Background: an optimization exercise with open tools, aiming at small area. Do not read the settings as production practice.
The RTL was checked by simulation tests, not by an equivalence proof against the original design.
Power is estimated from default activity; no workload was simulated.

[design/flow/run.sh]
#!/bin/bash
# synth_recipe.tcl (not shown) runs the flow's synth.tcl, then flattens the netlist and writes it again
# the make line also repeats each setting of config.mk as NAME=value (left out here)
make -C /OpenROAD-flow-scripts/flow DESIGN_CONFIG=/design/flow/config.mk WORK_HOME=/design/flow/orfs CLKGATE_MAP_FILE= SYNTH_SCRIPT=/design/flow/synth_recipe.tcl finish
[design/flow/config.mk]
export PLATFORM = sky130hd
export DESIGN_NAME = smbee_engine
export DESIGN_NICKNAME = smbee_engine
export VERILOG_FILES = /design/flow/design.v
export SDC_FILE = /design/flow/constraint.sdc
export NUM_CORES = 4
export LEC_CHECK = 0
export CAP_MARGIN = 20
export CORE_MARGIN = 2
export CORE_UTILIZATION = 40
export PLACE_DENSITY = 0.6
export SLEW_MARGIN = 20
[design/flow/constraint.sdc]
create_clock -name core_clock -period 15.0 [get_ports {clk}]
set_input_delay 3.0000 -clock core_clock [delete_from_list [all_inputs] [get_ports {clk}]]
set_output_delay 3.0000 -clock core_clock [all_outputs]
set_load 0.01 [all_outputs]
[design/flow/design.v]
module smbee_engine #(
    parameter [15:0] TICKS_PER_DS     = 16'd25,
    parameter [15:0] SETTLE_STEPS     = 16'd16,
    parameter [15:0] LONG_PRESS_TICKS = 16'd250,
    parameter [2:0]  CONFIRM_PATTERN  = 3'd3
) (
    input  wire        clk,
    input  wire        rst,           
    input  wire        tick,          
    input  wire        btn_n,         
    output wire [15:0] prog_addr,     
    input  wire [23:0] prog_data,     
    input  wire [15:0] prog_len,      
    output reg  [7:0]  duty_a,
    output reg  [7:0]  duty_b,
    output reg  [1:0]  dir,
    output reg         pol,
    output reg         pwm_en,
    output wire        halted,
    output wire        fault,
    output reg  [2:0]  fault_code
);
    localparam [3:0] S_BOOT   = 4'd0,    
                     S_FETCH  = 4'd1,
                     S_SHOW0  = 4'd2,    
                     S_SHOW1  = 4'd3,    
                     S_SHOW2  = 4'd4,    
                     S_WARM   = 4'd5,    
                     S_WPOLL  = 4'd6,    
                     S_DB1    = 4'd7,    
                     S_DBREL  = 4'd8,    
                     S_DB2    = 4'd9,    
                     S_PREP   = 4'd10,   
                     S_ARMS   = 4'd11,   
                     S_ASLEEP = 4'd12,
                     S_FAULT  = 4'd13;
    localparam [1:0] C_FETCH   = 2'd0,
                     C_DBFETCH = 2'd1,
                     C_ASLEEP  = 2'd2;
    localparam [2:0] F_RESERVED_ENCODING = 3'd1,
                     F_RESERVED_PATTERN  = 3'd2,
                     F_STATIC_RANGE      = 3'd3,
                     F_RESERVED_BITS     = 3'd4,
                     F_RATE_UNDEFINED    = 3'd5,
                     F_RATE_RANGE        = 3'd6,
                     F_WAIT_RANGE        = 3'd7;
    reg [15:0] tick_cnt;
    reg [15:0] deadline;
    reg        wait_timeout;
    reg        repeat_en;
    reg [7:0]  desc_a, desc_b;
    reg        tick_en;
    reg [15:0] pc;
    reg [3:0]  state;
    reg [1:0]  cont;
    reg [15:0] cnt;
    reg [2:0]  op_pat;
    reg [7:0]  op_a, op_b;
    reg [15:0] wait_n;
    reg        btn_q;
    assign prog_addr = pc;
    assign halted    = (state == S_ASLEEP);
    assign fault     = (state == S_FAULT);
    function [2:0] check_brightness;
        input [7:0] x;
        begin
            if (!x[7])
                check_brightness = (x[6:0] > 7'd100) ? F_STATIC_RANGE : 3'd0;
            else if (x[5:4] != 2'b00)
                check_brightness = F_RESERVED_BITS;
            else if (x[3:0] == 4'd0)
                check_brightness = F_RATE_UNDEFINED;
            else if (x[3:0] > 4'd13)
                check_brightness = F_RATE_RANGE;
            else
                check_brightness = 3'd0;
        end
    endfunction
    function [2:0] check_command;
        input [23:0] w;
        reg   [31:0] ticks;
        begin
            ticks = w[15:0] * TICKS_PER_DS;
            if ((w & 24'hF80000) == 24'h100000) begin
                if (w[18:16] == 3'b100)
                    check_command = F_RESERVED_PATTERN;
                else if (check_brightness(w[15:8]) != 3'd0)
                    check_command = check_brightness(w[15:8]);
                else
                    check_command = check_brightness(w[7:0]);
            end else if ((w & 24'hFF0000) == 24'h200000) begin
                check_command = (ticks > 32'd32767) ? F_WAIT_RANGE : 3'd0;
            end else if (w == 24'h300000) begin
                check_command = 3'd0;
            end else begin
                check_command = F_RESERVED_ENCODING;
            end
        end
    endfunction
    function [7:0] static_duty;
        input [6:0] p;
        reg   [15:0] prod;
        begin
            prod        = p * 16'd255;
            static_duty = prod / 16'd100;
        end
    endfunction
    function [7:0] wave;
        input [3:0] idx;
        begin
            case (idx)
                4'd0:  wave = 8'd0;
                4'd1:  wave = 8'd32;
                4'd2:  wave = 8'd64;
                4'd3:  wave = 8'd96;
                4'd4:  wave = 8'd128;
                4'd5:  wave = 8'd160;
                4'd6:  wave = 8'd192;
                4'd7:  wave = 8'd224;
                4'd8:  wave = 8'd255;
                4'd9:  wave = 8'd224;
                4'd10: wave = 8'd192;
                4'd11: wave = 8'd160;
                4'd12: wave = 8'd128;
                4'd13: wave = 8'd96;
                4'd14: wave = 8'd64;
                default: wave = 8'd32;
            endcase
        end
    endfunction
    function [7:0] flash_duty;
        input [7:0]  d;
        input [15:0] v;
        reg   [15:0] shifted;
        reg   [3:0]  idx;
        begin
            shifted    = v >> (d[3:0] - 4'd1);
            idx        = shifted[3:0] + (d[6] ? 4'd8 : 4'd0);
            flash_duty = wave(idx);
        end
    endfunction
    reg [15:0] m_deadline;
    reg        m_wait_timeout, m_repeat_en;
    reg [7:0]  m_desc_a, m_desc_b, m_duty_a, m_duty_b;
    reg [1:0]  m_dir;
    reg        m_pol, m_pwm_en, m_tick_en;
    reg [15:0] m_pc;
    reg [3:0]  m_state;
    reg [1:0]  m_cont;
    reg [15:0] m_cnt;
    reg [2:0]  m_op_pat;
    reg [7:0]  m_op_a, m_op_b;
    reg [15:0] m_wait_n;
    reg [2:0]  m_fault_code;
    reg        wake;
    reg [2:0]  cmd_code;
    always @* begin
        m_deadline     = deadline;
        m_wait_timeout = wait_timeout;
        m_repeat_en    = repeat_en;
        m_desc_a       = desc_a;
        m_desc_b       = desc_b;
        m_duty_a       = duty_a;
        m_duty_b       = duty_b;
        m_dir          = dir;
        m_pol          = pol;
        m_pwm_en       = pwm_en;
        m_tick_en      = tick_en;
        m_pc           = pc;
        m_state        = state;
        m_cont         = cont;
        m_cnt          = cnt;
        m_op_pat       = op_pat;
        m_op_a         = op_a;
        m_op_b         = op_b;
        m_wait_n       = wait_n;
        m_fault_code   = fault_code;
        wake           = 1'b0;
        cmd_code       = check_command(prog_data);
        case (state)
            S_BOOT: begin
                if (btn_n) begin
                    m_state = S_DB1;
                    m_cnt   = SETTLE_STEPS;
                    m_cont  = C_FETCH;
                end else if (tick_cnt >= LONG_PRESS_TICKS) begin
                    m_repeat_en = 1'b1;
                    m_state     = S_SHOW0;
                    m_op_pat    = CONFIRM_PATTERN;
                    m_op_a      = 8'h64;
                    m_op_b      = 8'h64;
                    m_cont      = C_DBFETCH;
                end
            end
            S_FETCH: begin
                if (pc < prog_len && cmd_code != 3'd0) begin
                    m_state      = S_FAULT;
                    m_fault_code = cmd_code;
                end else if (pc < prog_len && prog_data[23:20] == 4'h1) begin
                    m_pc     = pc + 16'd1;
                    m_state  = S_SHOW0;
                    m_op_pat = prog_data[18:16];
                    m_op_a   = prog_data[15:8];
                    m_op_b   = prog_data[7:0];
                    m_cont   = C_FETCH;
                end else if (pc < prog_len && prog_data[23:20] == 4'h2) begin
                    m_pc     = pc + 16'd1;
                    m_state  = S_WARM;
                    m_wait_n = prog_data[15:0] * TICKS_PER_DS;
                end else begin
                    if (repeat_en) begin
                        m_pc    = 16'd0;
                        m_state = S_FETCH;
                    end else begin
                        m_tick_en = 1'b0;
                        m_pwm_en  = 1'b0;
                        m_state   = S_PREP;
                    end
                end
            end
            S_SHOW0: begin
                m_dir   = 2'b00;
                m_state = S_SHOW1;
            end
            S_SHOW1: begin
                m_pol = op_pat[2];
                if (op_pat[0]) begin
                    m_desc_a = op_a;
                    if (!op_a[7])
                        m_duty_a = static_duty(op_a[6:0]);
                end
                if (op_pat[1]) begin
                    m_desc_b = op_b;
                    if (!op_b[7])
                        m_duty_b = static_duty(op_b[6:0]);
                end
                m_state = S_SHOW2;
            end
            S_SHOW2: begin
                m_dir = op_pat[1:0];
                case (cont)
                    C_DBFETCH: begin
                        m_state = S_DB1;
                        m_cnt   = SETTLE_STEPS;
                        m_cont  = C_FETCH;
                    end
                    C_ASLEEP: m_state = S_ARMS;
                    default:  m_state = S_FETCH;
                endcase
            end
            S_WARM: begin
                m_wait_timeout = 1'b0;
                m_deadline     = tick_cnt + wait_n;
                m_state        = S_WPOLL;
            end
            S_WPOLL: begin
                if (wait_timeout) begin
                    m_state = S_FETCH;
                end else if (!btn_n) begin
                    m_tick_en = 1'b0;
                    m_pwm_en  = 1'b0;
                    m_state   = S_PREP;
                end
            end
            S_DB1: begin
                if (cnt > 16'd1) begin
                    m_cnt = cnt - 16'd1;
                end else begin
                    m_state = S_DBREL;
                    m_cnt   = 16'd1;
                end
            end
            S_DBREL: begin
                if (btn_n) begin
                    m_state = S_DB2;
                    m_cnt   = SETTLE_STEPS;
                end
            end
            S_DB2: begin
                if (cnt > 16'd1) begin
                    m_cnt = cnt - 16'd1;
                end else begin
                    case (cont)
                        C_DBFETCH: begin
                            m_state = S_DB1;
                            m_cnt   = SETTLE_STEPS;
                            m_cont  = C_FETCH;
                        end
                        C_ASLEEP: m_state = S_ARMS;
                        default:  m_state = S_FETCH;
                    endcase
                end
            end
            S_PREP: begin
                m_dir   = 2'b00;
                m_state = S_DB1;
                m_cnt   = SETTLE_STEPS;
                m_cont  = C_ASLEEP;
            end
            S_ARMS: begin
                m_state = S_ASLEEP;
            end
            S_ASLEEP: begin
                if (btn_q && !btn_n)
                    wake = 1'b1;
            end
            default: ;  
        endcase
    end
    wire do_tick = tick && m_tick_en;
    always @(posedge clk) begin
        btn_q <= btn_n;
        if (rst || wake) begin
            tick_cnt     <= 16'd0;
            deadline     <= 16'd0;
            wait_timeout <= 1'b0;
            repeat_en    <= 1'b0;
            desc_a       <= 8'h00;
            desc_b       <= 8'h00;
            duty_a       <= 8'h00;
            duty_b       <= 8'h00;
            dir          <= 2'b00;
            pol          <= 1'b0;
            pwm_en       <= 1'b1;
            tick_en      <= 1'b1;
            pc           <= 16'd0;
            state        <= S_BOOT;
            cont         <= C_FETCH;
            cnt          <= 16'd0;
            op_pat       <= 3'd0;
            op_a         <= 8'h00;
            op_b         <= 8'h00;
            wait_n       <= 16'd0;
            fault_code   <= 3'd0;
        end else begin
            deadline     <= m_deadline;
            repeat_en    <= m_repeat_en;
            desc_a       <= m_desc_a;
            desc_b       <= m_desc_b;
            dir          <= m_dir;
            pol          <= m_pol;
            pwm_en       <= m_pwm_en;
            tick_en      <= m_tick_en;
            pc           <= m_pc;
            state        <= m_state;
            cont         <= m_cont;
            cnt          <= m_cnt;
            op_pat       <= m_op_pat;
            op_a         <= m_op_a;
            op_b         <= m_op_b;
            wait_n       <= m_wait_n;
            fault_code   <= m_fault_code;
            if (do_tick) begin
                tick_cnt     <= tick_cnt + 16'd1;
                wait_timeout <= m_wait_timeout || (tick_cnt == m_deadline);
                duty_a       <= m_desc_a[7] ? flash_duty(m_desc_a, tick_cnt) : m_duty_a;
                duty_b       <= m_desc_b[7] ? flash_duty(m_desc_b, tick_cnt) : m_duty_b;
            end else begin
                wait_timeout <= m_wait_timeout;
                duty_a       <= m_duty_a;
                duty_b       <= m_duty_b;
            end
        end
    end
endmodule
==> run notes <==
power breakdown:
group,internal (W),total [W],leakage [nW],switching [W]
sequential,0.000396,0.000435,1.16,0.0000386
combinational,0.000209,0.000549,6.85,0.000340
clock,0.000264,0.000428,0.282,0.000164
total,0.000869,0.00141,8.30,0.000543
metrics by stage:
stage / worst slack (ns) / utilization [%]
2_1_floorplan: 6.07 / -
3_5_place_dp: 4.67 / 43.7
4_1_cts: 4.69 / 45.1
6_report: 4.63 / 45.1
5_1_grt: 3.76 / 45.1
3_3_place_gp: 4.84 / 43.7
final cells by class:
type,count,area [sq um]
Tap cell,532,666
Clock buffer,20,447
Inverter,183,687
Clock inverter,10,138
Fill cell,4047,22500
Timing Repair Buffer,95,923
Sequential cell,144,2880
Multi-Input combinational cell,1709,12800
cells in the final DEF, fill, tap and decap left out, types with 11 or more instances in the layout:
cell type,synthesis,routed
o21ai_0,93,93
dfxtp_1,144,144
nand2b_1,22,22
inv_1,182,182
xor2_1,55,55
o21ai_1,19,19
clkbuf_16,0,17
nor2_1,244,243
clkdlybuf4s50_1,0,84
a211oi_1,24,24
a31oi_1,22,22
ha_1,187,187
xnor2_1,69,69
o21a_1,19,19
buf_4,4,11
o31ai_1,13,13
and2_1,16,16
fa_1,46,46
mux2i_1,85,83
nor2b_1,11,11
or3_1,23,23
a21o_1,35,35
nand4_1,24,24
o21bai_1,16,16
and3_1,25,25
nand2_1,149,149
nor4_1,14,14
a311oi_1,11,11
nand3_1,48,48
nor3_1,55,54
a21oi_1,163,163
flip-flops by register name (all words and copies together) (netlist names), 4 cells and up:
| name | count |
|---|---|
| cnt | 16 |
| deadline | 16 |
| pc | 16 |
| tick_cnt | 16 |
| wait_n | 16 |
| duty_a | 8 |
| duty_b | 8 |
| op_a | 8 |
| op_b | 8 |
| desc_a | 6 |
| desc_b | 6 |
| state | 4 |
metal layers:
metal | up-vias | global-route usage, %
li1 | 7658 | -
met1 | 7250 | 25.7
met2 | 302 | 36.0
met3 | 64 | 1.99
met4 | 0 | 6.55
met5 | - | 0
worst max path at each step:
stage	startpoint	endpoint	cells past startpoint
after global placement	prog_data[2]	duty_a[0]	33
after CTS	op_b[4]	duty_b[0]	32
final	op_b[4]	duty_b[0]	32
after detailed placement	prog_data[2]	duty_a[0]	33
after floorplan	op_a[4]	duty_a[0]	33
after global routing	op_b[4]	duty_b[0]	32
worst min-delay path, cell delays in order (launching register included):
cell	delay, ns
dfxtp_1	0.30
nand2_1	0.05
nand2_1	0.05
cell families after synthesis:
kind of cell             count (synthesis)  synth area share (%)
AO/OA/AOI/OAI                          574                  24.3
adder cells (fa/ha/maj)                236                  19.8
multiplexers                            96                  6.47
flip-flops                             144                  17.3
XOR/XNOR                               124                  6.52
AND/OR/NAND/NOR                        679                  19.4
buffers and inverters                  271                  6.29
==> summary.md <==
| Metric | Value |
|---|---|
| All-Layer GR Usage | 20.3% |
| Die extent in x | 208 um |
| Final RePlAce weighted congestion | 0.907 |
| Flops & latches, synth | 144 |
| Metal1 wirelength | 20000 um |
| DRC | 0 |
| DP HPWL | 34100 um |
| Die area | 43300 sq um |
| RSZ-0062 raised after global routing | false |
| Sequential fraction of the synthesis area | 17.3% |
| Number of antenna diodes | 0 |
| Post-synth ARST share | 0% |
| Warnings from Yosys | 1 |
| Max Cap Viol | 0 |
| Hold EP | tick_en |
| Worst Hold Path Cells | 2 |
| Critical Path End Type | flip-flop |
| TNS Setup | 0 ns |
| CTS tree | done |
| CTS buffer count | 17 |
| Tcrit/Tclk final | 69.1% |
| Top-level I/O count | 85 |
| Setup Buffers After CTS | 0 |
| Total power | 0.00141 W |
| Final #Nets | 2427 |
| First-pass GRT wire length | 73700 um |
| F_max | 0.0965 GHz |
| CTS Hold Bufs | 0 |
| Antenna viol nets, final | 0 |
| # setup viols final | 0 |
| Die height | 208 um |
| Global route total overflow | 0 |
| Clk Latency, worst-skew pair | 0.43 ns |
| Reg2Reg Depth | 32 |
| FF-to-FF End | duty_b[0] |
| Synth area leaders | dfxtp_1 17%, ha_1 14%, fa_1 5.5% |
| Count of unique library cells instantiated by Yosys | 116 |
| Synthesized cell area | 16700 sq um |
| Final Max Tran Viols | 0 |
| DR WL met2 | 21100 um |
| Initial Util | 40.6% |
| DR top layer | met4 |
| P_leak | 8.30 nW |
| Initial DRC count | 936 |
| Non-filler cells, final | 2693 |
| Critical R2R Launch | op_b[4] |
| Crit path DAT | 10.64 ns |
| Post-DP Area | 17900 sq um |
| Final count of hold timing violations | 0 |
| Placed cells | 2663 |
| Per-cell routed wire length | 16.2 um |
| Synthesized Nets | 2401 |
| Critical path's largest stage delay | 0.81 ns |
| # clock sinks | 144 |
| CP Buf/Inv Count | 4 |
| Area fraction of the dominant cell type after synthesis | 17.3% |
| Drt first pass iters | 7 |
| Worst hold slack | 0.448 ns |
| Status | no timing/DRC/antenna violations |
| Top-count cell post-synth | nor2_1 |
| CTS max path bufs | 2 |
| Metal3 WL | 1250 um |
| Most frequent cells after synthesis | 244 x nor2_1, 187 x ha_1, 182 x inv_1 |
| Type of the worst min-delay path | reg -> reg |
| Min Clock Period, post-route | 10.37 ns |
| Avg Inst Size Synth | 7.84 sq um |
| Post-synth EDFFs | 0 |
| Required @ worst endpoint | 15.27 ns |
| Min-delay src | tick_en |
| Input/output buffers | 84 |
| Vias in the first global route | 14800 |
| Initial antenna violation count | 0 |
| Max FO, Critical Path | 12 |
| Core Region | 41000 sq um |
| Drt total wl | 43600 um |
| Clk Tree Root Cell | clkbuf_16 |
| Cell Rows | 74 |
| Layout cells sized above 1 | 5.65% |
| DR vias/cell | 5.67 |
| Worst vdd ir | 0.0673 mV |
| PD cells | 76.3 nW/um^2 |
| Reg2reg setup slack | 4.63 ns |
| Ys flop type | dfxtp_1 |
| Relative slew slack | 29.7% |
| Worst-margin pin slew | 1.05 ns |
| H-tree Lvls | 4 |
| Critical path launch point type | flip-flop |
| Pin count of the biggest net entering global routing | 96 |
| Clock Skews | 0.0107 ns |
| Top delay family on crit path | compound AO/OA/AOI/OAI gates |
| CP max-delay cell | a31oi_1 |
| Design area | 18500 sq um |
| Clock transition at path regs | 0.06 ns |
| Synth Instances | 2124 |
| Vias post-DR | 15300 |
| WS Path Type | reg -> reg |
| Area Overhead vs Synth | 11.0% |
| Yosys top cell by area | dfxtp_1 |
| Post-cts sizing count | 0 |

-- afterwards: timing with drivers on the ports --
No port has a modelled driver above. Below, the same layout with a new extraction and two added sets of constraints. Step 1 assumes that a clkbuf_16 drives the clock port and a buf_2 every other input. Step 2 also shifts input and output timing later by t, the mid clock arrival at the registers, as if the neighbouring blocks saw the same clock. Three values: ideal, step 1, step 2; two values: the first two.
t (ns): 0.475
setup WS [ns]: 4.634 / 4.634 / 4.595
worst data-port slew with drivers (ns): 0.06
pins driven straight from the clock port: 1
After both steps this run still meets setup and hold. For this run, drivers alone change the setup slack by 0.000 ns; drivers and shift together by -0.039 ns.
